This is an optimization exercise on Yosys and OpenROAD, whose aim is small area, a short achievable clock period and few clock cycles per item, not a production implementation.
No run shown here included a check of the RTL's function; only the layout flow was run.
Power and IR drop assume default switching activity.

--- design/flow/design.v ---
module xarm_codec_a (
    input  wire        clk,
    input  wire        rst,
    input  wire        req_valid,
    output wire        req_ready,
    input  wire [7:0]  req_op,
    input  wire [7:0]  req_cmd,
    input  wire [7:0]  req_n,
    input  wire [7:0]  req_rxn,
    input  wire [15:0] req_dur,
    input  wire        in_valid,
    output wire        in_ready,
    input  wire [7:0]  in_data,
    output wire        out_valid,
    input  wire        out_ready,
    output wire [7:0]  out_data,
    output wire        out_last,
    output wire        resp_valid,
    input  wire        resp_ready,
    output wire [7:0]  resp_status,
    output wire [7:0]  resp_reason,
    output wire [15:0] resp_val
);
    localparam [7:0] SIG = 8'h55;
    localparam [2:0] C_ENC = 3'd0, C_SETPOS = 3'd1, C_GETPOS = 3'd2, C_STOP = 3'd3,
                     C_BATT = 3'd4, C_DEC = 3'd5, C_DECPOS = 3'd6, C_DECBATT = 3'd7;
    localparam [2:0] R_OK = 3'd0, R_NR = 3'd1, R_PM = 3'd2, R_BR1 = 3'd3,
                     R_BR2 = 3'd4, R_BR11 = 3'd5, R_BR12 = 3'd6, R_FF = 3'd7;
    localparam [2:0] M_IDLE = 3'd0, M_EWAIT = 3'd1, M_ERUN = 3'd2, M_DRAIN = 3'd3,
                     M_RESP = 3'd4, M_IDS = 3'd5, M_RX = 3'd6, M_DEC = 3'd7;
    localparam [1:0] O_IDLE = 2'd0, O_FRAME = 2'd1, O_POS = 2'd2, O_PASS = 2'd3;
    reg [2:0]  mst;
    reg [2:0]  opc;
    reg        opok;       
    reg [7:0]  cmd;        
    reg [7:0]  n;
    reg [7:0]  rxn;
    reg [6:0]  flen;       
    reg [7:0]  j;          
    reg [4:0]  k;          
    reg [1:0]  tp;         
    reg [1:0]  rpt;        
    reg        sig_ok, cmd_ok, ids_ok;
    reg        lbad;       
    reg [2:0]  pre;        
    reg        dec_win;    
    reg [4:0]  kr;         
    reg [1:0]  osm;
    reg [5:0]  fidx;       
    reg        pdone;      
    reg        os_cur;     
    reg        pos_todo;   
    reg        pass_todo;  
    reg        ov, ol;     
    reg [7:0]  od;
    reg        skv;        
    reg [7:0]  skd;
    reg        ir;         
    reg        rr;         
    reg        resp_v;
    reg        rv_hold;    
    reg        st7, st4, st2, st0;    
    reg [3:0]  rsn;        
    reg [7:0]  lbuf [0:18];
    reg [7:0]  hbuf [0:18];
    reg        q_ok;
    reg [2:0]  q_opc;
    reg [7:0]  q_cmd;
    reg [2:0]  q_pre;
    wire       q_n0   = (req_n == 8'd0);
    wire       q_n19  = (req_n > 8'd19);
    wire       q_n60  = (req_n > 8'd60);
    wire       q_n59  = (req_n > 8'd59);
    wire       q_rx64 = (req_rxn > 8'd64);
    wire       q_rx0  = (req_rxn == 8'd0);
    always @(*) begin
        q_ok  = 1'b1;
        q_opc = C_ENC;
        q_cmd = req_cmd;
        q_pre = R_OK;
        case (req_op)
            8'h01: begin
                if (q_n60) q_pre = R_BR1;
            end
            8'h02: begin
                q_opc = C_SETPOS;  q_cmd = 8'h03;
                if (q_n0 || q_n19) q_pre = R_BR2;
            end
            8'h03: begin
                q_opc = C_GETPOS;  q_cmd = 8'h15;
                if (q_n0 || q_n19) q_pre = R_BR2;
            end
            8'h04: begin
                q_opc = C_STOP;    q_cmd = 8'h14;
                if (q_n0 || q_n59) q_pre = R_BR2;
            end
            8'h05: begin
                q_opc = C_BATT;    q_cmd = 8'h0F;
            end
            8'h08: begin
                q_opc = C_DEC;
                if (q_rx64)     q_pre = R_BR11;
                else if (q_n60) q_pre = R_BR12;
                else if (q_rx0) q_pre = R_NR;
            end
            8'h09: begin
                q_opc = C_DECPOS;  q_cmd = 8'h15;
                if (q_rx64)             q_pre = R_BR11;
                else if (q_n0 || q_n19) q_pre = R_BR2;
                else if (q_rx0)         q_pre = R_NR;
            end
            8'h0A: begin
                q_opc = C_DECBATT; q_cmd = 8'h0F;
                if (q_rx64)     q_pre = R_BR11;
                else if (q_rx0) q_pre = R_NR;
            end
            default: begin
                q_ok  = 1'b0;
                q_pre = R_FF;
            end
        endcase
    end
    wire [7:0] q_n3 = req_n + req_n + req_n;
    reg  [6:0] q_len;
    always @(*) begin
        case (req_op)
            8'h02:        q_len = 7'd5 + q_n3[6:0];
            8'h03, 8'h04: q_len = 7'd3 + req_n[6:0];
            8'h05:        q_len = 7'd2;
            8'h08:        q_len = 7'd4 + req_n[6:0];
            8'h09:        q_len = 7'd5 + q_n3[6:0];
            8'h0A:        q_len = 7'd6;
            default:      q_len = 7'd2 + req_n[6:0];
        endcase
    end
    wire c_enc   = opok && (!opc[2] || opc == C_BATT);
    wire c_good  = (pre == R_OK);
    wire c_drain = opok && (pre == R_BR1 || pre == R_BR2 || pre == R_BR11 || pre == R_BR12);
    wire [7:0] c_dlen = (opc == C_DEC || opc == C_DECBATT) ? rxn : n;
    wire is_dec     = (opc == C_DEC);
    wire is_decpos  = (opc == C_DECPOS);
    wire is_decbatt = (opc == C_DECBATT);
    wire [7:0] j1      = j + 8'd1;
    wire       rx_last = (j1 == rxn);
    wire       pre_ok  = (pre == R_OK);
    wire       dec_ok  = pre_ok && !lbad && sig_ok && cmd_ok;
    wire k_lt_n   = (kr != 5'd0);
    wire trip     = is_decpos && (j >= 8'd5) && k_lt_n;
    wire k_last   = (kr == 5'd1);
    wire [2:0] hlen = (opc == C_SETPOS) ? 3'd7 :
                      (opc == C_GETPOS || opc == C_STOP) ? 3'd5 : 3'd4;
    wire [6:0] pend = flen + 7'd2;
    wire o_idle  = (osm == O_IDLE);
    wire o_frame = (osm == O_FRAME);
    wire o_pos   = (osm == O_POS);
    wire o_pass  = (osm == O_PASS);
    reg        f_hdr, f_pay;
    wire [6:0] fidx1w = {1'b0, fidx} + 7'd1;
    wire       hdr_nx = os_cur && (fidx1w < {4'b0000, hlen});
    wire       pay_nx = os_cur && (fidx1w >= {4'b0000, hlen}) && (fidx1w < pend);
    reg [7:0] hdr_byte;
    always @(*) begin
        case (fidx[2:0])
            3'd0, 3'd1: hdr_byte = SIG;
            3'd2:       hdr_byte = {1'b0, flen};
            3'd3:       hdr_byte = cmd;
            3'd4:       hdr_byte = n;
            3'd5:       hdr_byte = lbuf[17];
            default:    hdr_byte = lbuf[18];
        endcase
    end
    wire [5:0] fidx1 = fidx + 6'd1;
    wire [7:0] lrd  = lbuf[k];
    wire [7:0] hrd  = hbuf[k];
    wire [7:0] pos_byte = fidx[0] ? hrd : lrd;
    wire in_fire    = in_valid && ir;
    wire acc        = req_valid && rr;
    wire ofree      = !ov || out_ready;
    wire olast_fire = ov && out_ready && ol;
    wire m_rx       = (mst == M_RX);
    wire pass_fire  = in_fire && ((mst == M_ERUN) || (m_rx && dec_win));
    wire src_v      = skv || pass_fire;
    wire [7:0] src_d = skv ? skd : in_data;
    wire rx_fire = in_fire && m_rx;
    wire sig_nx  = sig_ok && !(rx_fire && (j < 8'd2) && (in_data != SIG));
    wire cmd_nx  = cmd_ok && !(rx_fire && (j == 8'd3) && (in_data != cmd));
    wire ids_nx  = ids_ok && !(rx_fire && trip && (tp == 2'd0) && (in_data != lrd));
    function [2:0] outcome(input s_ok, input c_ok);
        if (!pre_ok)                                                  outcome = pre;
        else if (lbad || !s_ok || !c_ok || (is_decpos && !ids_ok))    outcome = R_PM;
        else                                                          outcome = R_OK;
    endfunction
    wire os_free   = o_idle || (pdone && olast_fire);
    wire slot_free = !resp_v || resp_ready;
    wire can_post  = slot_free && !pos_todo && !pass_todo &&
                     (o_idle || (pdone && olast_fire && !o_frame));
    wire pos_trig  = rx_fire && trip && (tp == 2'd2) && k_last && dec_ok && ids_ok;
    wire pass_trig = rx_fire && is_dec && (j == 8'd3) && pre_ok && !lbad &&
                     sig_ok && cmd_nx && (n != 8'd0);
    wire dec_enc     = (mst == M_DEC) && c_enc && c_good;
    wire frame_start = ((mst == M_EWAIT) || dec_enc) && os_free;
    wire pos_start   = (pos_todo || pos_trig) && os_free;
    wire pass_start  = (pass_todo || pass_trig) && os_free;
    wire frame_post  = o_frame && pdone && olast_fire;
    wire enc_done  = (mst == M_ERUN) && (({1'b0, fidx} >= pend) || pdone);
    wire rx_end    = rx_fire && rx_last;
    wire post_main = ((mst == M_RESP) || (rx_end && !pos_trig)) && can_post;
    reg [2:0] mst_n;
    reg [7:0] j_n;
    reg       dec_win_n;
    always @(*) begin
        mst_n     = mst;
        j_n       = j;
        dec_win_n = dec_win;
        case (mst)
            M_IDLE: if (req_valid) mst_n = M_DEC;
            M_DEC: begin
                j_n       = c_drain ? c_dlen : 8'd0;
                dec_win_n = 1'b0;
                if (!opok)                mst_n = M_RESP;
                else if (c_drain)         mst_n = M_DRAIN;
                else if (c_enc)           mst_n = os_free ? M_ERUN : M_EWAIT;
                else if (opc == C_DECPOS) mst_n = M_IDS;
                else if (pre == R_NR)     mst_n = M_RESP;
                else                      mst_n = M_RX;
            end
            M_EWAIT: if (os_free) mst_n = M_ERUN;
            M_ERUN:  if (enc_done) mst_n = M_IDLE;
            M_DRAIN: begin
                if (j == 8'd0) begin
                    if (rpt == 2'd0) mst_n = M_RESP;
                    j_n = is_decpos ? rxn : n;
                end else if (in_fire) begin
                    j_n = j - 8'd1;
                end
            end
            M_IDS: if (in_fire && k_last) mst_n = (pre == R_NR) ? M_RESP : M_RX;
            M_RX: if (in_fire) begin
                j_n       = j1;
                dec_win_n = is_dec && pre_ok && !lbad && sig_nx && cmd_nx &&
                            (j1 >= 8'd4) && (j1 < n + 8'd4);
                if (rx_last) mst_n = post_main ? M_IDLE : M_RESP;
            end
            M_RESP: if (post_main) mst_n = M_IDLE;
        endcase
    end
    reg [1:0] osm_n;
    reg [5:0] fidx_n;
    reg       pdone_n, os_cur_n;
    reg       ov_n, ol_n;
    reg [7:0] od_n;
    reg       skv_n;
    reg       ld;                       
    reg [7:0] ld_d;
    reg       ld_l;
    always @(*) begin
        osm_n    = osm;
        fidx_n   = fidx;
        pdone_n  = pdone;
        os_cur_n = os_cur && !enc_done;
        ld       = 1'b0;
        ld_d     = 8'h00;
        ld_l     = 1'b0;
        skv_n    = skv;
        if (frame_start) begin
            osm_n    = O_FRAME;
            os_cur_n = 1'b1;
            pdone_n  = 1'b0;
            fidx_n   = 6'd1;
            ld       = 1'b1;
            ld_d     = SIG;
        end else if (pos_start) begin
            osm_n    = O_POS;
            pdone_n  = 1'b0;
            fidx_n   = 6'd1;
            ld       = 1'b1;
            ld_d     = lbuf[0];
        end else if (pass_start) begin
            osm_n    = O_PASS;
            pdone_n  = 1'b0;
            fidx_n   = 6'd0;
        end else if (pdone && olast_fire) begin
            osm_n    = O_IDLE;
        end else if (ofree && !pdone) begin
            case (osm)
                O_FRAME: begin
                    ld_l = (fidx == 6'd63);
                    if (f_hdr) begin
                        ld   = 1'b1;
                        ld_d = hdr_byte;
                    end else if (f_pay) begin
                        ld   = src_v;
                        ld_d = src_d;
                    end else begin
                        ld   = 1'b1;
                    end
                end
                O_POS: begin
                    ld   = 1'b1;
                    ld_d = pos_byte;
                    ld_l = (fidx1 == {n[4:0], 1'b0});
                end
                O_PASS: begin
                    ld   = src_v;
                    ld_d = src_d;
                    ld_l = ({2'b00, fidx1} == n);
                end
                default: ;
            endcase
            if (ld) begin
                fidx_n  = fidx + 6'd1;
                pdone_n = ld_l;
                if (skv) skv_n = 1'b0;
            end
        end
        if (pass_fire && !ofree)
            skv_n = 1'b1;
        ov_n = ld ? 1'b1 : (out_ready ? 1'b0 : ov);
        od_n = ld ? ld_d : od;
        ol_n = ld ? ld_l : ol;
    end
    wire [2:0] c = frame_post ? R_OK : m_rx ? outcome(sig_nx, cmd_nx) : outcome(sig_ok, cmd_ok);
    wire resp_v_n   = frame_post || post_main || (resp_v && !resp_ready);
    wire rv_hold_n  = post_main ? is_decbatt : frame_post ? 1'b0 : rv_hold;
    wire       guard    = !(resp_v && rv_hold);
    wire       erun_keep = (mst == M_ERUN) && !enc_done;
    wire       ld_frame = ofree && (f_hdr || !f_pay || src_v);
    wire       ir_erun  = erun_keep && (ld_frame ? pay_nx : (f_pay && !skv && !pass_fire));
    wire [7:0] reload   = is_decpos ? rxn : n;
    wire       ir_drain = (mst == M_DRAIN) &&
                          ((j == 8'd0) ? ((rpt != 2'd0) && (reload != 8'd0)) : (!in_fire || (j != 8'd1)));
    wire       ir_dec   = (mst == M_DEC) && guard && opok && !c_drain && !c_enc &&
                          ((opc == C_DECPOS) || (pre != R_NR));
    wire       ir_ids   = (mst == M_IDS) && guard && (!(in_fire && k_last) || (pre != R_NR));
    wire       dw_a     = is_dec && pre_ok && !lbad && sig_ok && cmd_ok &&
                          (j1 >= 8'd4) && (j1 < n + 8'd4);
    wire       dwin_n   = in_fire ? (dw_a && !((j == 8'd3) && (in_data != cmd))) : dec_win;
    wire       pass_n   = pass_start || (o_pass && !(pdone && olast_fire));
    wire       ir_rx    = m_rx && guard && !(in_fire && rx_last) && (!dwin_n || (pass_n && !skv_n));
    wire       ir_n     = ir_erun || ir_drain || ir_dec || ir_ids || ir_rx;
    always @(posedge clk) begin
        if (rst) begin
            mst       <= M_IDLE;
            osm       <= O_IDLE;
            pdone     <= 1'b0;
            os_cur    <= 1'b0;
            pos_todo  <= 1'b0;
            pass_todo <= 1'b0;
            f_hdr     <= 1'b0;
            f_pay     <= 1'b0;
            ov        <= 1'b0;
            skv       <= 1'b0;
            ir        <= 1'b0;
            rr        <= 1'b1;
            resp_v    <= 1'b0;
        end else begin
            mst       <= mst_n;
            osm       <= osm_n;
            pdone     <= pdone_n;
            os_cur    <= os_cur_n;
            ov        <= ov_n;
            skv       <= skv_n;
            ir        <= ir_n;
            rr        <= (mst_n == M_IDLE);
            resp_v    <= resp_v_n;
            pos_todo  <= pos_start ? 1'b0 : (pos_trig  ? 1'b1 : pos_todo);
            pass_todo <= pass_start ? 1'b0 : (pass_trig ? 1'b1 : pass_todo);
            if (frame_start) begin
                f_hdr <= 1'b1;
                f_pay <= 1'b0;
            end else if (ld && o_frame) begin
                f_hdr <= hdr_nx;
                f_pay <= pay_nx;
            end
        end
    end
    always @(posedge clk) begin
        j       <= j_n;
        dec_win <= dec_win_n;
        fidx    <= fidx_n;
        od      <= od_n;
        ol      <= ol_n;
        rv_hold <= rv_hold_n;
        if (pass_fire && !ofree)
            skd <= in_data;
        if (frame_post || post_main) begin
            st7 <= (c == R_FF);
            st4 <= (c == R_FF) || (c == R_BR1) || (c == R_BR2) || (c == R_BR11) || (c == R_BR12);
            st2 <= (c == R_FF) || (c == R_PM);
            st0 <= (c == R_FF) || (c == R_NR);
            rsn <= (c == R_BR1)  ? 4'd1 :
                   (c == R_BR2)  ? 4'd2 :
                   (c == R_BR11) ? 4'd11 :
                   (c == R_BR12) ? 4'd12 : 4'd0;
        end
        if (acc) begin
            opc      <= q_opc;
            opok     <= q_ok;
            cmd      <= q_cmd;
            n        <= req_n;
            rxn      <= req_rxn;
            pre      <= q_pre;
            flen     <= q_len;
            lbuf[17] <= req_dur[7:0];
            lbuf[18] <= req_dur[15:8];
        end
        if (mst == M_DEC) begin
            lbad     <= (rxn < {1'b0, flen});
            k        <= 5'd0;
            kr       <= n[4:0];
            tp       <= 2'd0;
            sig_ok   <= 1'b1;
            cmd_ok   <= 1'b1;
            ids_ok   <= 1'b1;
            rpt      <= (opc == C_SETPOS) ? 2'd2 : (opc == C_DECPOS) ? 2'd1 : 2'd0;
        end
        if (mst == M_DRAIN && j == 8'd0)
            rpt <= rpt - 2'd1;
        if (mst == M_IDS && in_fire) begin
            lbuf[k] <= in_data;
            k       <= k_last ? 5'd0 : k + 5'd1;
            kr      <= k_last ? n[4:0] : kr - 5'd1;
        end
        if (rx_fire) begin
            sig_ok <= sig_nx;
            cmd_ok <= cmd_nx;
            ids_ok <= ids_nx;
            if (is_decbatt && j == 8'd4) hbuf[0] <= in_data;
            if (is_decbatt && j == 8'd5) hbuf[1] <= in_data;
            if (trip) begin
                case (tp)
                    2'd0: tp <= 2'd1;
                    2'd1: begin
                        lbuf[k] <= in_data;
                        tp <= 2'd2;
                    end
                    default: begin
                        hbuf[k] <= in_data;
                        tp  <= 2'd0;
                        k   <= k + 5'd1;
                        kr  <= kr - 5'd1;
                    end
                endcase
            end
        end
        if (pos_start)
            k <= 5'd0;
        else if (o_pos && ld && fidx[0])
            k <= k + 5'd1;
    end
    assign req_ready   = rr;
    assign in_ready    = ir;
    assign out_valid   = ov;
    assign out_data    = od;
    assign out_last    = ol;
    assign resp_valid  = resp_v;
    assign resp_status = {st7, st7, st7, st4, st7, st2, st0, st0};
    assign resp_reason = {4'h0, rsn};
    assign resp_val    = {hbuf[1], hbuf[0]};
endmodule
--- design/flow/flow/run.sh ---
#!/bin/bash
# The standard layout, with plain buf_2 cells as the port buffers instead of
# the delay cells buffer_ports picks on its own.
set -euo pipefail
export BUFFER_PORTS_ARGS="-buffer_cell sky130_fd_sc_hd__buf_2"
bash standard.sh > standard_flow.log 2>&1
--- design/flow/standard.sh ---
#!/bin/bash
# synth_recipe.tcl (not shown) runs the flow's synth.tcl, then flattens the netlist and writes it again
# the make line also repeats each setting of config.mk as NAME=value (left out here)
make -C /OpenROAD-flow-scripts/flow DESIGN_CONFIG=/design/flow/config.mk WORK_HOME=/design/flow/orfs CLKGATE_MAP_FILE= SYNTH_SCRIPT=/design/flow/synth_recipe.tcl "${@:-finish}"
--- design/flow/config.mk ---
export PLATFORM = sky130hd
export DESIGN_NAME = xarm_codec_a
export DESIGN_NICKNAME = xarm_codec_a
export VERILOG_FILES = /design/flow/design.v
export SDC_FILE = /design/flow/constraint.sdc
export NUM_CORES = 4
export LEC_CHECK = 0
export CAP_MARGIN = 20
export CORE_MARGIN = 2
export CORE_UTILIZATION = 40
export CTS_BUF_LIST = sky130_fd_sc_hd__clkbuf_4 sky130_fd_sc_hd__clkbuf_8
export SETUP_SLACK_MARGIN = 3.9
export SLEW_MARGIN = 20
export TNS_END_PERCENT = 2
--- design/flow/constraint.sdc ---
create_clock -name core_clock -period 6.5 [get_ports {clk}]
set_input_delay 1.3000 -clock core_clock [delete_from_list [all_inputs] [get_ports {clk}]]
set_output_delay 1.3000 -clock core_clock [all_outputs]
set_load 0.01 [all_outputs]
==> run_results.csv, run 1 <==
group,metric,value,unit
sta,max_slew_margin,36.2,%
sta,tightest_slew,0.957,ns
pwr,pwr-share-comb,20.7,%
detailed_routing,drtAntennaViolNets,0,
synth,synth_area_per_cell,13.2,µm²
detailed_routing,routed_wl,62.2,mm
setup_path,start_kind,"flop",
synth,synthesis.area,21300,µm²
sta,finalSetupViolCount,0,
detailed_routing,via_per_inst,5.89,
pwr,power.leakage,0.00877,µW
placed_design,place_congestion,0.922,
synth,synth_cells,1609,
clock_network,clockRootBuffer,"clkbuf_8",
sta,skew,0.0628,ns
pwr,p_clk_share,33.8,%
global_route,grt_usage,21.7,%
synth,synthArstFlopShare,0,%
detailed_routing,drt_iter0_drc,1850,
clock_network,cts_max_path_buffers,3,
sta,final_hold_viol_count,0,
pwr,p_sw,2200,µW
detailed_routing,drc,0,
detailed_routing,route.detailed.wl_per_inst,24.6,µm
floorplan,die_w,235,µm
floorplan,rows,84,
pwr,switching_share,29.9,%
pwr,peakVddDrop,0.000134,V
clock_network,cts_sinks,425,
sta,rsz0062_at_grt,"yes",
worst_hold_path,hold_path.class,"flop to flop",
floorplan,start_util,40.5,%
sta,final.setup.tns,0,ns
status,status,"no timing/DRC/antenna violations",
clock_network,htreeDepth,3,
global_route,grt_overflow,0,
clock_network,clock_latency,0.68,ns
pwr,p_int,5150,µW
global_route,antenna_found_initial,1,
placed_design,hpwl,41.1,mm
synth,seq_area_frac_synth,58.3,%
pwr,power_density,290,nW/µm²
sta,period_minus_slack,2.96,ns
sta,timing.final.crit_share,45.5,%
job,cap_viol_max_count,0,
setup_path,r2r_cells,8,
setup_path,path_class,"flop to flop",
floorplan,io_pins,107,
synth,yosysWarningCount,1,
global_route,grt_max_degree,45,
clock_network,cts_tree,"built",
final_layout,syn_to_final_growth,19.0,%
placed_design,portBuffers,102,
sta,fmax,338,MHz
floorplan,core_area,52600,µm²
floorplan,die_y,235,µm
global_route,grt_first_pass_wirelength,90.9,mm
sta,drv_slew,0,
detailed_routing,dr.pass1.iters,7,
final_layout,drive_above_1_share,27.7,%
floorplan,dieArea,55100,µm²
setup_path,cp_max_fo,8,
sta,finalWorstSetupSlack,3.54,ns
pwr,seqPwrFrac,45.5,%
synth,yosysUniqueCellTypes,85,
pwr,total_power,7350,µW
detailed_routing,vias,14888,
synth,synth_edf_count,391,
setup_path,end_kind,"flop",
clock_network,cts-hold-fix-buffers,0,
clock_network,cts_buffers,71,
placed_design,post-place-ws,2.49,ns
sta,holdWs,0.495,ns
setup_path,critPathArrivalTime,3.28,ns
setup_path,required,6.83,ns
synth,ys_seq_elements,425,
clock_network,worst_setup_hold_path_clk_slew,0.06,ns
global_route,first_global_vias,14337,
synth,synthFlopType,"edfxtp_1",
final_layout,finalNetCount,1915,
worst_hold_path,min_path_cells,2,
==> state kept, by name, indices dropped and copies added (netlist names), 6 cells and up <==
register,cells
lbuf,152
n,8
cmd,8
skd,8
fidx,6
rxn,8
hbuf,160
od,8
j,8
flen,7
==> worst max-delay path, cell delays in order, from the launching register on <==
cell and delay [ns]:
edfxtp_1 0.41, inv_2 0.10, ha_4 0.17, nor2b_4 0.11
o211a_1 0.24, or4_4 0.60, nor2_4 0.35, nand2_4 0.21
o21ai_4 0.42
==> cell usage after synthesis (7+ instances only) <==
cell type,instances,share of area [%]
nor2b_1,15,0.44
mux4_2,69,7.3
nand3_1,25,0.59
o211ai_1,21,0.74
buf_4,13,0.46
xnor3_1,7,0.74
a22oi_1,17,0.60
nor2_1,113,2.0
nor4_1,16,0.47
dfxtp_1,34,3.2
buf_1,7,0.12
a31oi_1,15,0.44
inv_1,61,1.1
mux2_2,17,0.90
xnor2_1,36,1.5
a211oi_1,15,0.53
nor3_1,34,0.80
a21o_1,15,0.53
ha_1,67,3.9
mux2i_1,50,2.4
edfxtp_1,391,55
nand4_1,7,0.21
and2_1,13,0.38
o21ai_0,61,1.4
buf_2,21,0.49
nand2b_1,14,0.41
or3_1,10,0.29
clkbuf_1,53,0.93
a221oi_1,13,0.53
and3_1,16,0.47
xor2_1,27,1.1
o22ai_1,22,0.65
a21oi_1,66,1.6
nand2_1,126,2.2
==> kinds of logic (layout without fill, tap and decap cells) <==
group	Yosys count	count (layout)	synth area share, %
AO/OA/AOI/OAI	318	318	10.2
XOR/XNOR	72	72	3.55
adder cells (fa/ha/maj)	68	68	4.03
buffers and inverters	158	384	3.24
flip-flops	425	425	58.3
multiplexers	137	137	10.6
other	1	5	0.0176
AND/OR/NAND/NOR	430	432	10.0
==> final cells by class <==
| cell class | count | area [µm²] |
|---|---|---|
| sequential | 425 | 12400 |
| fill | 4552 | 27200 |
| clock buffer | 92 | 1150 |
| inverter | 61 | 229 |
| timing repair buffer | 195 | 1540 |
| multi-input combinational | 1031 | 8810 |
| clock inverter | 36 | 308 |
| tap | 688 | 861 |
| antenna | 1 | 2.50 |
==> repair_timing <==
item	in CTS	in global routing
buffers inserted	25	44
gates cloned	2	4
setup endpoints to repair	410	407
pin swaps	13	22
resized for setup	71	74
==> routing by layer <==
layer / vias up / part of all wire [%] / global-route usage, %
met5: - / 0 / 0
met1: 7501 / 44 / 31.5
met2: 693 / 45 / 32.5
met3: 103 / 8.8 / 4.72
li1: 6591 / - / -
met4: 0 / 2.2 / 6.66
==> layout by cell type (no fill, tap or decap), types with 21 or more instances in the layout <==
cell type	Yosys	final
nor2_1	113	75
clkbuf_8	0	74
buf_4	13	72
xnor2_1	36	34
edfxtp_1	391	391
o22ai_1	22	22
nor3_1	34	29
a21oi_1	66	64
ha_1	67	62
xor2_1	27	25
mux4_2	69	69
nor2_4	0	36
nand2_1	126	114
dfxtp_1	34	27
o21ai_0	61	56
nand3_1	25	24
mux2i_1	50	50
inv_1	61	58
o211ai_1	21	21
buf_2	21	96
==> path summary, 6_finish.rpt <==
| kind | endpoint | startpoint | slack, ns |
|---|---|---|---|
| setup / recovery | hbuf[0][0] | j[1] | 3.54 |
| hold / removal | f_pay | f_pay | 0.49 |
| setup reg to reg | hbuf[0][0] | j[1] | 3.54 |
| hold reg to reg | f_pay | f_pay | 0.49 |
==> metrics by stage <==
| stage | std cells | utilization (%) | cell area [µm²] |
|---|---|---|---|
| after floorplan | 1612 | - | 21500 |
| after global placement | 2325 | 42.9 | 22500 |
| after detailed placement | 2325 | 42.9 | 22500 |
| after CTS | 2480 | 46.8 | 24600 |
| after global routing | 2529 | 48.2 | 25300 |
| final | 2529 | 48.2 | 25300 |
==> power groups by stage <==
stage | logic [µW] | clock network [µW] | registers [µW]
final | 1520 | 2490 | 3350
after global routing | 1660 | 2650 | 3360
after CTS | 1410 | 2530 | 3340
after detailed placement | 1360 | 0 | 3410
after global placement | 1350 | 0 | 3400
after floorplan | 1020 | 0 | 3290
==> run 2: changes to the inputs <==
--- a/design/flow/config.mk
+++ b/design/flow/config.mk
@@ -10,5 +10,4 @@
 export CORE_UTILIZATION = 40
 export CTS_BUF_LIST = sky130_fd_sc_hd__clkbuf_4 sky130_fd_sc_hd__clkbuf_8
-export SETUP_SLACK_MARGIN = 3.9
+export SETUP_SLACK_MARGIN = 4.2
 export SLEW_MARGIN = 20
-export TNS_END_PERCENT = 2
==> run_results.csv, run 2 <==
group,metric,value,unit
status,status,"no timing/DRC/antenna violations",
synth,synth_area_leaders,"edfxtp_1, mux4_2, ha_1",
final_layout,fin_util,53.9,%
sta,period_minus_slack,2.89,ns
pwr,power.leakage,0.00980,µW
sta,finalWorstSetupSlack,3.61,ns
global_route,first_global_vias,15662,
synth,seq_area_frac_synth,58.3,%
detailed_routing,wl_met1,30.0,mm
placed_design,post-place-ws,2.58,ns
synth,synth_top_area_cell,"edfxtp_1",
placed_design,portBuffers,102,
setup_path,end_kind,"flop",
clock_network,clockRootBuffer,"clkbuf_8",
synth,synth_top_area_share,55.1,%
sta,fmax,347,MHz
synth,synthArstFlopShare,0,%
detailed_routing,drc,0,
global_route,grt_max_degree,47,
floorplan,die_y,235,µm
sta,finalSetupViolCount,0,
detailed_routing,wl_met3,4.72,mm
synth,synth_area_per_cell,13.2,µm²
final_layout,largest_reg_flops,160,
clock_network,cts_sinks,425,
detailed_routing,routed_wl,69.1,mm
setup_path,max_stage_delay,0.57,ns
detailed_routing,route.detailed.wl_per_inst,25.9,µm
detailed_routing,top_layer_used,"met4",
detailed_routing,drtAntennaViolNets,0,
floorplan,core_area,52600,µm²
setup_path,crit_chain,"inv_2 -> ha_4 -> nor2b_4 -> o211a_1 -> or4_4 -> o31ai_4 -> buf_12 -> buf_8 -> nand4_4 -> mux2_4",
final_layout,mostFrequentLayoutCell,"edfxtp_1",
final_layout,syn_to_final_growth,32.9,%
detailed_routing,dr_wl_met2,32.5,mm
detailed_routing,via_per_inst,5.88,
clock_network,htreeDepth,3,
synth,yosysUniqueCellTypes,85,
floorplan,rows,84,
sta,tightest_slew,1.02,ns
clock_network,clock_latency,0.68,ns
sta,skew,0.0274,ns
pwr,peakVddDrop,0.000179,V
global_route,antenna_found_initial,1,
synth,synth_cells,1609,
synth,yosysWarningCount,1,
floorplan,die_w,235,µm
setup_path,path_class,"flop to flop",
detailed_routing,vias,15677,
sta,drv_slew,0,
setup_path,cp_max_fo,6,
final_layout,top_regs,"hbuf: 160 flops, lbuf: 152 flops",
global_route,grt_usage,24.5,%
pwr,power_density,278,nW/µm²
floorplan,io_pins,107,
final_layout,mostFrequentLayoutCells,"edfxtp_1, buf_4, nand2_1",
setup_path,required,6.91,ns
sta,final.setup.tns,0,ns
synth,ys_top_cells_by_count,"edfxtp_1, nand2_1, nor2_1, mux4_2, ha_1",
sta,final_hold_viol_count,0,
synth,synthesis.area,21300,µm²
setup_path,cp_slowest_cell,"or4_4",
final_layout,finalNetCount,2050,
final_layout,drive_above_1_share,41.6,%
clock_network,cts_buffers,73,
detailed_routing,dr.pass1.iters,5,
final_layout,largest_register,"hbuf",
synth,synthFlopType,"edfxtp_1",
floorplan,dieArea,55100,µm²
global_route,grt_overflow,0,
synth,ys_seq_elements,425,
job,cap_viol_max_count,0,
clock_network,cts_max_path_buffers,3,
clock_network,cts_tree,"built",
global_route,grt_first_pass_wirelength,101,mm
sta,max_slew_margin,31.5,%
sta,timing.final.crit_share,44.4,%
placed_design,hpwl,44.3,mm
worst_hold_path,hold_path.class,"flop to flop",
setup_path,rrSetupSlack,3.61,ns
setup_path,critPathArrivalTime,3.30,ns
detailed_routing,drt_iter0_drc,1509,
floorplan,start_util,40.5,%
synth,yosysMostFrequentCell,"edfxtp_1",
clock_network,worst_setup_hold_path_clk_slew,0.06,ns
pwr,total_power,7880,µW
synth,synth_edf_count,391,
sta,rsz0062_at_grt,"yes",
setup_path,start_kind,"flop",
placed_design,place_congestion,0.920,
run 2: cell counts after synthesis:
No cell type changed its count.
run 2: area by class of cell:
class / count / area [µm²]
Inverter: 61 / 246
Multi-Input combinational cell: 1033 / 10200
Clock inverter: 30 / 195
Antenna cell: 1 / 2.50
Fill cell: 4294 / 24200
Sequential cell: 425 / 12500
Timing Repair Buffer: 326 / 3100
Tap cell: 688 / 861
Clock buffer: 102 / 1250
run 2: critical path: cells and delay by family, from the launching register on:
family / cells / cell delay, ns
adders and majority gates: 1 / 0.16
AOI/OAI and AO/OA: 2 / 0.46
DFF: 1 / 0.42
buffers and inverters: 3 / 0.37
muxes: 1 / 0.36
and+or+nand+nor: 3 / 0.85
run 2: metrics by stage:
stage / instance area [µm²] / instances / hold WS, ns
after global routing: 28300 / 2666 / 0.534
after CTS: 27400 / 2623 / 0.487
after floorplan: 22200 / 1612 / 0.443
after global placement: 23100 / 2322 / 0.460
final: 28300 / 2666 / 0.486
after detailed placement: 23100 / 2322 / 0.477
run 2: path summary, 6_finish.rpt:
check                      to    from  cells after the start
hold reg to reg        os_cur  os_cur                      2
setup reg to reg  lbuf[17][6]    j[0]                     10
setup / recovery  lbuf[17][6]    j[0]                     10
hold / removal         os_cur  os_cur                      2
run 2: what timing repair did:
action,4_1_cts,5_1_grt
pin swaps,85,91
gates resized for setup,246,123
buffers inserted,159,41
hold buffers,0,0
endpoints found under the setup margin,460,449
cloned,10,1
run 2: where the power goes:
| part | internal, µW | switching (µW) | total, µW |
|---|---|---|---|
| Clock | 1300 | 1150 | 2450 |
| Sequential | 3160 | 194 | 3350 |
| Combinational | 974 | 1100 | 2080 |
| Total | 5430 | 2450 | 7880 |
run 2: routing by layer:
metal,vias up,GRT usage [%]
met5,-,0
met4,0,7.90
met3,131,4.25
met2,680,38.9
met1,7995,34.1
li1,6871,-
run 2: kinds of logic (layout without fill, tap and decap cells):
logic type	count (synthesis)	count (layout)	share of synthesized area (%)
other	1	5	0.0176
xor gates and xnor gates	72	72	3.55
AOI/OAI and AO/OA	318	318	10.2
buffers and inverters	158	519	3.24
adders and majority gates	68	68	4.03
muxes	137	137	10.6
and+or+nand+nor	430	434	10.0
DFF	425	425	58.3
==> run 3: changes to the inputs <==
--- a/design/flow/design.v
+++ b/design/flow/design.v
@@ -60,6 +60,5 @@
     reg        resp_v;
     reg        rv_hold;    
-    reg        st7, st4, st2, st0;    
-    reg [3:0]  rsn;        
+    reg [2:0]  rcode;      
     reg [7:0]  lbuf [0:18];
     reg [7:0]  hbuf [0:18];
@@ -121,17 +120,17 @@
         endcase
     end
-    wire [7:0] q_n3 = req_n + req_n + req_n;
-    reg  [6:0] q_len;
+    wire [6:0] q_n35 = {req_n[5:0], 1'b0} + req_n[6:0] + 7'd5;
+    reg  [2:0] q_lc;
     always @(*) begin
         case (req_op)
-            8'h02:        q_len = 7'd5 + q_n3[6:0];
-            8'h03, 8'h04: q_len = 7'd3 + req_n[6:0];
-            8'h05:        q_len = 7'd2;
-            8'h08:        q_len = 7'd4 + req_n[6:0];
-            8'h09:        q_len = 7'd5 + q_n3[6:0];
-            8'h0A:        q_len = 7'd6;
-            default:      q_len = 7'd2 + req_n[6:0];
+            8'h03, 8'h04: q_lc = 3'd3;
+            8'h08:        q_lc = 3'd4;
+            default:      q_lc = 3'd2;
         endcase
     end
+    wire [6:0] q_nc  = req_n[6:0] + {4'd0, q_lc};
+    wire [6:0] q_len = (req_op == 8'h02 || req_op == 8'h09) ? q_n35 :
+                       (req_op == 8'h05) ? 7'd2 :
+                       (req_op == 8'h0A) ? 7'd6 : q_nc;
     wire c_enc   = opok && (!opc[2] || opc == C_BATT);
     wire c_good  = (pre == R_OK);
@@ -155,8 +154,6 @@
     wire o_pos   = (osm == O_POS);
     wire o_pass  = (osm == O_PASS);
-    reg        f_hdr, f_pay;
-    wire [6:0] fidx1w = {1'b0, fidx} + 7'd1;
-    wire       hdr_nx = os_cur && (fidx1w < {4'b0000, hlen});
-    wire       pay_nx = os_cur && (fidx1w >= {4'b0000, hlen}) && (fidx1w < pend);
+    wire f_hdr = os_cur && (fidx < {3'b000, hlen});
+    wire f_pay = os_cur && !f_hdr && ({1'b0, fidx} < pend);
     reg [7:0] hdr_byte;
     always @(*) begin
@@ -324,7 +321,9 @@
     wire rv_hold_n  = post_main ? is_decbatt : frame_post ? 1'b0 : rv_hold;
     wire       guard    = !(resp_v && rv_hold);
+    wire       pay_cur  = (fidx >= {3'b000, hlen}) && ({1'b0, fidx} < pend);
+    wire       pay_nxt  = (fidx1 >= {3'b000, hlen}) && ({1'b0, fidx1} < pend) && (fidx != 6'd63);
     wire       erun_keep = (mst == M_ERUN) && !enc_done;
     wire       ld_frame = ofree && (f_hdr || !f_pay || src_v);
-    wire       ir_erun  = erun_keep && (ld_frame ? pay_nx : (f_pay && !skv && !pass_fire));
+    wire       ir_erun  = erun_keep && (ld_frame ? pay_nxt : (pay_cur && !skv && !pass_fire));
     wire [7:0] reload   = is_decpos ? rxn : n;
     wire       ir_drain = (mst == M_DRAIN) &&
@@ -347,6 +346,4 @@
             pos_todo  <= 1'b0;
             pass_todo <= 1'b0;
-            f_hdr     <= 1'b0;
-            f_pay     <= 1'b0;
             ov        <= 1'b0;
             skv       <= 1'b0;
@@ -366,11 +363,4 @@
             pos_todo  <= pos_start ? 1'b0 : (pos_trig  ? 1'b1 : pos_todo);
             pass_todo <= pass_start ? 1'b0 : (pass_trig ? 1'b1 : pass_todo);
-            if (frame_start) begin
-                f_hdr <= 1'b1;
-                f_pay <= 1'b0;
-            end else if (ld && o_frame) begin
-                f_hdr <= hdr_nx;
-                f_pay <= pay_nx;
-            end
         end
     end
@@ -385,12 +375,5 @@
             skd <= in_data;
         if (frame_post || post_main) begin
-            st7 <= (c == R_FF);
-            st4 <= (c == R_FF) || (c == R_BR1) || (c == R_BR2) || (c == R_BR11) || (c == R_BR12);
-            st2 <= (c == R_FF) || (c == R_PM);
-            st0 <= (c == R_FF) || (c == R_NR);
-            rsn <= (c == R_BR1)  ? 4'd1 :
-                   (c == R_BR2)  ? 4'd2 :
-                   (c == R_BR11) ? 4'd11 :
-                   (c == R_BR12) ? 4'd12 : 4'd0;
+            rcode <= c;
         end
         if (acc) begin
@@ -455,6 +438,14 @@
     assign out_last    = ol;
     assign resp_valid  = resp_v;
+    wire   st7 = (rcode == R_FF);
+    wire   st4 = (rcode == R_FF) || (rcode == R_BR1) || (rcode == R_BR2) ||
+                 (rcode == R_BR11) || (rcode == R_BR12);
+    wire   st2 = (rcode == R_FF) || (rcode == R_PM);
+    wire   st0 = (rcode == R_FF) || (rcode == R_NR);
     assign resp_status = {st7, st7, st7, st4, st7, st2, st0, st0};
-    assign resp_reason = {4'h0, rsn};
+    assign resp_reason = (rcode == R_BR1)  ? 8'd1 :
+                         (rcode == R_BR2)  ? 8'd2 :
+                         (rcode == R_BR11) ? 8'd11 :
+                         (rcode == R_BR12) ? 8'd12 : 8'd0;
     assign resp_val    = {hbuf[1], hbuf[0]};
 endmodule
--- a/design/flow/config.mk
+++ b/design/flow/config.mk
@@ -8,6 +8,5 @@
 export CAP_MARGIN = 20
 export CORE_MARGIN = 2
-export CORE_UTILIZATION = 40
-export CTS_BUF_LIST = sky130_fd_sc_hd__clkbuf_4 sky130_fd_sc_hd__clkbuf_8
-export SETUP_SLACK_MARGIN = 4.2
+export CORE_UTILIZATION = 60
+export SETUP_SLACK_MARGIN = 3.8
 export SLEW_MARGIN = 20
==> run_results.csv, run 3 <==
group,metric,value,unit
synth,synth_area_per_cell,13.0,µm²
sta,fmax,323,MHz
pwr,seqPwrFrac,42.1,%
clock_network,cts_max_path_buffers,3,
floorplan,die_y,190,µm
detailed_routing,via_per_inst,6.53,
clock_network,worst_setup_hold_path_clk_slew,0.07,ns
synth,synthesis.area,20900,µm²
global_route,antenna_found_initial,0,
synth,yosysWarningCount,1,
pwr,p_int,5440,µW
clock_network,cts_tree,"built",
final_layout,finalNetCount,1953,
global_route,grt_first_pass_wirelength,88.4,mm
final_layout,mostFrequentLayoutCells,"edfxtp_1, buf_4, nand2_1",
global_route,grt_max_degree,45,
clock_network,clockRootBuffer,"clkbuf_16",
clock_network,clock_latency,0.58,ns
final_layout,syn_to_final_growth,24.8,%
pwr,power.leakage,0.00907,µW
synth,synth_edf_count,386,
worst_hold_path,hold_path.class,"flop to flop",
detailed_routing,drc,0,
setup_path,start_kind,"flop",
setup_path,cp_max_fo,5,
synth,yosysUniqueCellTypes,85,
setup_path,path_class,"flop to flop",
final_layout,mostFrequentLayoutCell,"edfxtp_1",
detailed_routing,dr.pass1.iters,6,
final_layout,drive_above_1_share,34.1,%
synth,yosysMostFrequentCell,"edfxtp_1",
sta,timing.final.crit_share,47.7,%
clock_network,htreeDepth,2,
floorplan,start_util,60.7,%
final_layout,top_regs,"hbuf: 160 flops, lbuf: 152 flops",
placed_design,portBuffers,102,
synth,synthFlopType,"edfxtp_1",
floorplan,die_w,190,µm
global_route,first_global_vias,14594,
pwr,total_power,7970,µW
sta,rsz0062_at_grt,"yes",
sta,final_hold_viol_count,0,
sta,skew,0.0150,ns
sta,period_minus_slack,3.10,ns
detailed_routing,routed_wl,61.4,mm
status,status,"no timing/DRC/antenna violations",
setup_path,end_kind,"flop",
sta,final.setup.tns,0,ns
detailed_routing,vias,15101,
global_route,grt_overflow,0,
clock_network,cts_sinks,418,
synth,synthArstFlopShare,0,%
pwr,p_sw,2530,µW
detailed_routing,drt_iter0_drc,1404,
placed_design,place_congestion,0.985,
synth,ys_top_cells_by_count,"edfxtp_1, nand2_1, nor2_1, a21oi_1, o21ai_0",
synth,synth_top_area_cell,"edfxtp_1",
clock_network,cts_buffers,43,
synth,ys_seq_elements,418,
pwr,pwr-share-comb,24.9,%
pwr,p_clk_share,33.0,%
synth,seq_area_frac_synth,58.7,%
detailed_routing,drtAntennaViolNets,0,
pwr,switching_share,31.7,%
final_layout,largest_register,"hbuf",
sta,tightest_slew,0.838,ns
synth,synth_area_leaders,"edfxtp_1, mux4_2, ha_1",
setup_path,critPathArrivalTime,3.58,ns
floorplan,rows,68,
job,cap_viol_max_count,0,
pwr,power_density,306,nW/µm²
setup_path,required,6.98,ns
sta,max_slew_margin,43.9,%
floorplan,io_pins,107,
pwr,peakVddDrop,0.000243,V
sta,finalSetupViolCount,0,
detailed_routing,route.detailed.wl_per_inst,26.5,µm
sta,drv_slew,0,
final_layout,largest_reg_flops,160,
synth,synth_cells,1603,
global_route,grt_usage,33.0,%
floorplan,dieArea,36300,µm²
floorplan,core_area,34400,µm²
placed_design,hpwl,38.9,mm
synth,synth_top_area_share,55.6,%
## run 3: cell types whose count changed after synthesis, moves of 8 or more
cell and change:
clkbuf_1 -24, mux2_2 +8, mux2i_1 +19, mux4_2 -10, nand3_1 +15, o211ai_1 -10, o21ai_0 +11, o22ai_1 +13
## run 3: cells by family after synthesis
family,Yosys count,synth area share (%)
adder cells (fa/ha/maj),69,4.21
other,1,0.0180
flip-flops,418,58.7
buffers and inverters,141,3.02
AO/OA/AOI/OAI,319,9.93
multiplexers,153,11.0
AND/OR/NAND/NOR,430,10.0
XOR/XNOR,72,3.09
## run 3: metal layers
| metal | up-vias | GRT usage, % | part of all wire (%) |
|---|---|---|---|
| met5 | - | 0 | 0 |
| met4 | 0 | 15.1 | 5.3 |
| met3 | 208 | 5.39 | 6.9 |
| met2 | 761 | 55.9 | 50 |
| met1 | 7516 | 42.1 | 38 |
| li1 | 6616 | - | - |
## run 3: path summary, 6_finish.rpt
| kind | cells past startpoint | start | slack [ns] | to |
|---|---|---|---|---|
| setup / recovery | 12 | flen[2] | 3.40 | k[0] |
| hold / removal | 2 | tp[1] | 0.47 | tp[1] |
| hold reg to reg | 2 | tp[1] | 0.47 | tp[1] |
| setup reg to reg | 12 | flen[2] | 3.40 | k[0] |
## run 3: per-stage QoR
step	utilization (%)	area, µm²	hold WS, ns	worst slack, ns	cells
floorplan	-	21100	0.434	2.99	1606
global placement	63.6	21800	0.457	2.74	2089
detailed placement	63.6	21800	0.461	2.70	2089
CTS	72.2	24800	0.471	3.48	2252
global route	75.7	26000	0.495	3.40	2312
finish	75.7	26000	0.473	3.40	2313
## run 3: final cells by class
class / count / area [µm²]
Multi-Input combinational cell: 1049 / 9330
Inverter: 57 / 229
Antenna cell: 1 / 2.50
Sequential cell: 418 / 12300
Tap cell: 455 / 569
Fill cell: 2113 / 8350
Clock buffer: 45 / 1080
Clock inverter: 35 / 439
Timing Repair Buffer: 253 / 2120
## run 3: worst max-delay path, cell delays in order (launching register included)
cell,delay (ns)
edfxtp_1,0.52
buf_6,0.15
buf_6,0.09
nand3_4,0.09
xnor2_4,0.23
ha_4,0.24
a21o_1,0.15
a21o_1,0.19
o21ai_4,0.22
or3b_4,0.45
a21boi_4,0.27
o21ai_4,0.16
mux2i_1,0.24
## run 3: timing repair
action | CTS | global route
gates resized for setup | 162 | 150
setup buffers | 81 | 58
endpoints found under the setup margin | 397 | 281
gates cloned | 2 | 2
hold buffers | 0 | 0
pin swaps | 54 | 73
## run 3: power by group through the flow
stage	clock network, µW	logic (µW)	registers, µW
global route	2760	2120	3370
finish	2630	1980	3360
CTS	2660	1710	3340
floorplan	0	1110	3250
detailed placement	0	1500	3410
global placement	0	1480	3410
==> run 4: changes to the inputs <==
--- a/design/flow/config.mk
+++ b/design/flow/config.mk
@@ -8,5 +8,5 @@
 export CAP_MARGIN = 20
 export CORE_MARGIN = 2
-export CORE_UTILIZATION = 60
+export CORE_UTILIZATION = 40
 export SETUP_SLACK_MARGIN = 3.8
 export SLEW_MARGIN = 20
==> run_results.csv, run 4 <==
group,metric,value,unit
synth,synthesis.area,20900,µm²
setup_path,max_stage_delay,0.55,ns
floorplan,dieArea,54000,µm²
pwr,pwr-share-comb,25.3,%
clock_network,clock_latency,0.61,ns
clock_network,cts_sinks,418,
worst_hold_path,hold_path.class,"flop to flop",
setup_path,path_buf_inv,2,
sta,period_minus_slack,2.96,ns
final_layout,largest_register,"hbuf",
clock_network,cts_max_path_buffers,3,
final_layout,drive_above_1_share,34.3,%
pwr,p_sw,2540,µW
global_route,first_global_vias,14710,
placed_design,portBuffers,102,
detailed_routing,routed_wl,66.1,mm
floorplan,io_pins,107,
placed_design,place_congestion,0.931,
detailed_routing,drt_iter0_drc,1677,
detailed_routing,drtAntennaViolNets,0,
synth,yosysMostFrequentCell,"edfxtp_1",
pwr,p_clk_share,32.5,%
worst_hold_path,hold_path_end,"tp[1]",
synth,ys_top_cells_by_count,"edfxtp_1, nand2_1, nor2_1, a21oi_1, o21ai_0",
detailed_routing,route.detailed.wl_per_inst,25.7,µm
final_layout,syn_to_final_growth,28.1,%
pwr,p_int,5340,µW
synth,synth_edf_count,386,
global_route,grt_max_degree,45,
synth,yosysWarningCount,1,
setup_path,cp_max_fo,3,
synth,ys_seq_elements,418,
synth,synth_area_leaders,"edfxtp_1, mux4_2, ha_1",
pwr,power.leakage,0.00930,µW
clock_network,cts_buffers,45,
floorplan,core_area,51400,µm²
final_layout,mostFrequentLayoutCell,"edfxtp_1",
clock_network,worst_setup_hold_path_clk_slew,0.06,ns
placed_design,postPlaceCellArea,22200,µm²
pwr,peakVddDrop,0.000203,V
setup_path,rr_endpoint,"k[4]",
setup_path,critPathArrivalTime,3.27,ns
status,status,"no timing/DRC/antenna violations",
sta,drv_slew,0,
sta,finalWorstSetupSlack,3.54,ns
worst_hold_path,worstHoldStart,"tp[1]",
job,cap_viol_max_count,0,
floorplan,rows,83,
synth,synth_top_area_cell,"edfxtp_1",
synth,seq_area_frac_synth,58.7,%
placed_design,post-place-ws,2.68,ns
global_route,grt_first_pass_wirelength,94.1,mm
synth,synthArstFlopShare,0,%
pwr,power_density,295,nW/µm²
sta,max_slew_margin,44.4,%
detailed_routing,via_per_inst,5.94,
final_layout,mostFrequentLayoutCells,"edfxtp_1, buf_4, nand2_1",
setup_path,crit_chain,"buf_6 -> or4_4 -> nor2_4 -> nand2_2 -> nor3_4 -> inv_2 -> fa_2 -> a21oi_2 -> nor2_2 -> nand2_1 -> xor2_1 -> o22ai_1",
detailed_routing,drc,0,
global_route,antenna_found_initial,2,
setup_path,end_kind,"flop",
final_layout,finalNetCount,1981,
clock_network,htreeDepth,2,
setup_path,r2r_cells,12,
sta,finalSetupViolCount,0,
floorplan,die_w,232,µm
setup_path,path_class,"primary input to flop",
synth,synthFlopType,"edfxtp_1",
detailed_routing,dr.pass1.iters,6,
pwr,seqPwrFrac,42.2,%
global_route,grt_overflow,0,
clock_network,clockRootBuffer,"clkbuf_16",
synth,yosysUniqueCellTypes,85,
sta,final_hold_viol_count,0,
setup_path,r2r-start,"flen[2]",
final_layout,final_area,26700,µm²
placed_design,hpwl,41.5,mm
synth,synth_cells,1603,
setup_path,required,6.81,ns
setup_path,rrSetupSlack,3.59,ns
setup_path,startpoint,"req_op[6]",
floorplan,die_y,232,µm
final_layout,largest_reg_flops,160,
setup_path,cp_slowest_cell,"or4_4",
sta,timing.final.crit_share,45.5,%
floorplan,start_util,40.6,%
sta,skew,0.0313,ns
sta,rsz0062_at_grt,"yes",
final_layout,top_regs,"hbuf: 160 flops, lbuf: 152 flops",
synth,synth_top_area_share,55.6,%
sta,fmax,338,MHz
sta,tightest_slew,0.832,ns
detailed_routing,vias,15259,
synth,synth_area_per_cell,13.0,µm²
pwr,switching_share,32.2,%
worst_hold_path,min_path_cells,2,
clock_network,cts_tree,"built",
sta,final.setup.tns,0,ns
global_route,grt_usage,23.3,%
setup_path,start_kind,"primary input",
setup_path,cp_num_cells,12,
setup_path,critPathTopFamily,"simple AND/OR/NAND/NOR gates",
==> run 4: cell counts after synthesis <==
Identical to the previous run, type by type.
==> run 4: per-layer routing <==
metal	part of all wire, %	vias to the layer above	track usage [%]	wire (µm)
met4	3.5	0	7.55	2310
li1	-	6682	-	-
met2	47	702	37.6	31300
met3	6.9	146	3.39	4590
met1	42	7729	32.5	28000
met5	0	-	0	0
==> run 4: final cells by class <==
type | count | area, µm²
inverters | 57 | 225
multi-input cells | 1049 | 9430
repair buffers | 279 | 2490
fillers | 4304 | 24700
flip-flops and latches | 418 | 12300
well taps | 680 | 851
clock buffers | 65 | 1270
clock inverters | 19 | 191
diodes | 2 | 5.00
==> run 4: through the flow <==
step	utilization (%)	cells	power [µW]	hold slack (ns)
6_report	52.0	2569	7880	0.496
2_1_floorplan	-	1606	4360	0.434
3_5_place_dp	43.1	2318	4920	0.459
5_1_grt	52.0	2569	8170	0.525
4_1_cts	49.1	2503	7640	0.471
3_3_place_gp	43.1	2318	4910	0.456
==> run 4: worst reg2reg max path: cells and delay by family (launching register included) <==
kind,cells,cell delay [ns]
AOI/OAI and AO/OA,6,1.13
xor gates and xnor gates,1,0.14
adders and majority gates,1,0.24
buffers and inverters,2,0.30
DFF,1,0.48
and+or+nand+nor,2,0.55
==> run 4: power by group through the flow <==
stage                     combinational, µW  clock (µW)  sequential (µW)
after floorplan                        1110           0             3250
after global placement                 1520           0             3390
after detailed placement               1530           0             3390
after CTS                              1750        2590             3300
after global routing                   2140        2690             3340
final                                  2000        2560             3320
==> run 4: kinds of logic (layout without fill, tap and decap cells) <==
logic type | Yosys count | count (layout) | synth area share, %
AOI/OAI and AO/OA | 319 | 319 | 9.93
xor gates and xnor gates | 72 | 72 | 3.09
adders and majority gates | 69 | 69 | 4.21
buffers and inverters | 141 | 420 | 3.02
DFF | 418 | 418 | 58.7
muxes | 153 | 153 | 11.0
other | 1 | 6 | 0.0180
and+or+nand+nor | 430 | 432 | 10.0
==> run 4: how the worst max path moves through the flow <==
stage | end | slack (ns)
floorplan | flen[5] | 2.99
global placement | rcode[1] | 2.60
detailed placement | rcode[1] | 2.68
CTS | flen[6] | 3.56
global route | flen[6] | 3.45
finish | flen[6] | 3.54
==> run 4: what timing repair did <==
action / CTS / global route
pin swaps: 48 / 80
hold buffers: 0 / 0
setup endpoints to repair: 400 / 327
buffers inserted: 98 / 54
gates resized for setup: 154 / 183
gates cloned: 3 / 10
==> run 5: changes to the inputs <==
--- a/design/flow/config.mk
+++ b/design/flow/config.mk
@@ -9,4 +9,5 @@
 export CORE_MARGIN = 2
 export CORE_UTILIZATION = 40
-export SETUP_SLACK_MARGIN = 3.8
+export CTS_BUF_LIST = sky130_fd_sc_hd__clkbuf_4 sky130_fd_sc_hd__clkbuf_8
+export SETUP_SLACK_MARGIN = 3.9
 export SLEW_MARGIN = 20
==> run_results.csv, run 5 <==
group,metric,value,unit
final_layout,final_area,27000,µm²
global_route,grt_usage,23.5,%
pwr,switching_share,33.3,%
pwr,power.leakage,0.00939,µW
final_layout,mostFrequentLayoutCells,"edfxtp_1, buf_4, nand2_1",
final_layout,finalNetCount,2014,
clock_network,cts_buffers,74,
worst_hold_path,worstHoldStart,"tp[1]",
final_layout,top_regs,"hbuf: 160 flops, lbuf: 152 flops",
global_route,antenna_found_initial,4,
pwr,pwr-share-comb,25.6,%
final_layout,mostFrequentLayoutCell,"edfxtp_1",
synth,synth_top_area_share,55.6,%
detailed_routing,route.detailed.wl_per_inst,24.9,µm
sta,final_hold_viol_count,0,
worst_hold_path,hold_path_end,"tp[1]",
sta,final.setup.tns,0,ns
floorplan,rows,83,
global_route,grt_overflow,0,
detailed_routing,dr.pass1.iters,5,
detailed_routing,vias,15300,
detailed_routing,routed_wl,65.3,mm
synth,synthesis.area,20900,µm²
clock_network,cts_tree,"built",
detailed_routing,via_per_inst,5.84,
setup_path,required,6.88,ns
detailed_routing,drt_iter0_drc,1518,
pwr,seqPwrFrac,42.3,%
sta,rsz0062_at_grt,"yes",
final_layout,largest_register,"hbuf",
placed_design,place_congestion,0.909,
floorplan,start_util,40.6,%
synth,synth_top_area_cell,"edfxtp_1",
clock_network,worst_setup_hold_path_clk_slew,0.06,ns
worst_hold_path,min_path_cells,2,
setup_path,r2r_cells,15,
synth,seq_area_frac_synth,58.7,%
setup_path,rrSetupSlack,3.62,ns
placed_design,postPlaceCellArea,22500,µm²
sta,skew,0.0418,ns
placed_design,portBuffers,102,
global_route,grt_first_pass_wirelength,94.2,mm
synth,synthArstFlopShare,0,%
setup_path,path_buf_inv,2,
pwr,peakVddDrop,0.000218,V
setup_path,r2r-start,"flen[2]",
synth,ys_top_cells_by_count,"edfxtp_1, nand2_1, nor2_1, a21oi_1, o21ai_0",
synth,synth_edf_count,386,
sta,drv_slew,0,
clock_network,cts_sinks,418,
pwr,p_sw,2620,µW
floorplan,dieArea,54000,µm²
pwr,power_density,292,nW/µm²
setup_path,end_kind,"flop",
sta,period_minus_slack,2.94,ns
synth,synth_cells,1603,
pwr,total_power,7880,µW
pwr,p_clk_share,32.1,%
synth,yosysMostFrequentCell,"edfxtp_1",
sta,timing.final.crit_share,45.2,%
clock_network,htreeDepth,3,
job,cap_viol_max_count,0,
setup_path,start_kind,"primary input",
setup_path,crit_chain,"buf_6 -> or4_4 -> nor2_4 -> nand2_2 -> nor3_4 -> inv_2 -> fa_2 -> a21oi_2 -> nor2_2 -> nand2_1 -> xor2_1 -> o22ai_1",
sta,fmax,340,MHz
setup_path,path_class,"primary input to flop",
synth,synth_area_leaders,"edfxtp_1, mux4_2, ha_1",
final_layout,drive_above_1_share,38.1,%
final_layout,largest_reg_flops,160,
setup_path,critPathTopFamily,"simple AND/OR/NAND/NOR gates",
setup_path,cp_max_fo,3,
placed_design,hpwl,41.6,mm
setup_path,critPathArrivalTime,3.32,ns
synth,ys_seq_elements,418,
global_route,first_global_vias,14615,
clock_network,clock_latency,0.67,ns
global_route,grt_max_degree,45,
synth,yosysWarningCount,1,
sta,max_slew_margin,43.4,%
worst_hold_path,hold_path.class,"flop to flop",
floorplan,io_pins,107,
detailed_routing,drc,0,
setup_path,cp_slowest_cell,"or4_4",
floorplan,die_w,232,µm
final_layout,syn_to_final_growth,29.5,%
floorplan,core_area,51400,µm²
synth,yosysUniqueCellTypes,85,
clock_network,cts-hold-fix-buffers,0,
setup_path,max_stage_delay,0.55,ns
clock_network,cts_max_path_buffers,3,
floorplan,die_y,232,µm
pwr,p_int,5260,µW
setup_path,rr_endpoint,"od[7]",
synth,synth_area_per_cell,13.0,µm²
clock_network,clockRootBuffer,"clkbuf_8",
sta,finalSetupViolCount,0,
sta,tightest_slew,0.847,ns
detailed_routing,drtAntennaViolNets,0,
synth,synthFlopType,"edfxtp_1",
status,status,"no timing/DRC/antenna violations",
run 5: stage by stage:
stage / instances / util, % / setup WS [ns] / hold slack, ns
after floorplan: 1606 / - / 2.99 / 0.434
after global placement: 2318 / 43.7 / 2.78 / 0.454
after detailed placement: 2318 / 43.7 / 2.80 / 0.462
after CTS: 2559 / 50.0 / 3.57 / 0.472
after global routing: 2622 / 52.5 / 3.48 / 0.516
final: 2622 / 52.5 / 3.56 / 0.466
run 5: power groups by stage:
stage | Sequential [µW] | Clock (µW) | Combinational (µW)
finish | 3330 | 2530 | 2020
global route | 3340 | 2690 | 2160
CTS | 3310 | 2570 | 1830
detailed placement | 3390 | 0 | 1600
global placement | 3390 | 0 | 1570
floorplan | 3260 | 0 | 1140
run 5: cell families after synthesis:
group,share of synthesized area [%]
compound gates,9.93
xor+xnor,3.09
fa+ha+maj,4.21
buf+inv,3.02
flops,58.7
mux,11.0
other cells,0.0180
simple gates,10.0
run 5: cell type report:
cell class / count / area [µm²]
Tap cell: 680 / 851
Fill cell: 4256 / 24400
Sequential cell: 418 / 12300
Inverter: 57 / 236
Multi-Input combinational cell: 1049 / 9600
Clock inverter: 36 / 328
Timing Repair Buffer: 283 / 2540
Antenna cell: 3 / 7.51
Clock buffer: 96 / 1190
run 5: worst max path at each step:
stage                                 to  slack, ns       start  cells past startpoint
after CTS                 resp_status[1]       3.57    rcode[1]                      3
final                            flen[6]       3.56   req_op[6]                     12
after floorplan                  flen[5]       2.99   req_op[5]                     12
after detailed placement         flen[5]       2.80   req_op[5]                     12
after global placement          rcode[1]       2.78  in_data[4]                      9
after global routing               od[1]       3.48     flen[2]                     12
run 5: per-layer routing:
metal  share of wire, %  global-route usage (%)
met3                7.8                    3.87
met4                2.6                    7.69
met2                 47                    36.9
met5                  0                       0
met1                 43                    33.4
run 5: timing repair:
action | 4_1_cts | 5_1_grt
cloned | 2 | 7
endpoints found under the setup margin | 414 | 359
pin swaps | 52 | 74
buffers inserted | 107 | 53
gates resized for setup | 165 | 138
run 5: worst min-delay path: stages, from the launching register on:
cell and delay [ns]:
dfxtp_1 0.32, nand2_1 0.06, nand2_1 0.04

==> port drivers added, routing unchanged <==
How much do the figures lean on ideal ports? The routed layouts below were timed once more, with nothing changed but the port constraints. Step 1, drivers: a clkbuf_16 drives clk and a buf_2 each remaining input, both assumed. Step 2 times the ports against the registers' clock, not the clock port: input delays grow and output delays shrink by t, the midpoint of the rising clock arrivals with the driver on. Three values: no drivers, after step 1, after step 2; two values: the first two.
| run | t, ns | setup WS [ns] | worst setup path at the end | worst data-port slew with drivers (ns) |
|---|---|---|---|---|
| run 1 | 0.712 | 3.543 / 3.543 / 2.901 | input to register | 0.06 |
| run 2 | 0.716 | 3.614 / 3.614 / 2.934 | input to register | 0.08 |
| run 3 | 0.627 | 3.402 / 3.402 / 2.892 | input to register | 0.10 |
| run 4 | 0.647 | 3.540 / 3.564 / 2.917 | input to register | 0.09 |
| run 5 | 0.711 | 3.563 / 3.526 / 2.878 | input to register | 0.08 |
After both steps every run listed still meets setup and hold. The setup slack of run 5, which loses most, moves by -0.037 ns with the drivers and by -0.685 ns with both steps.
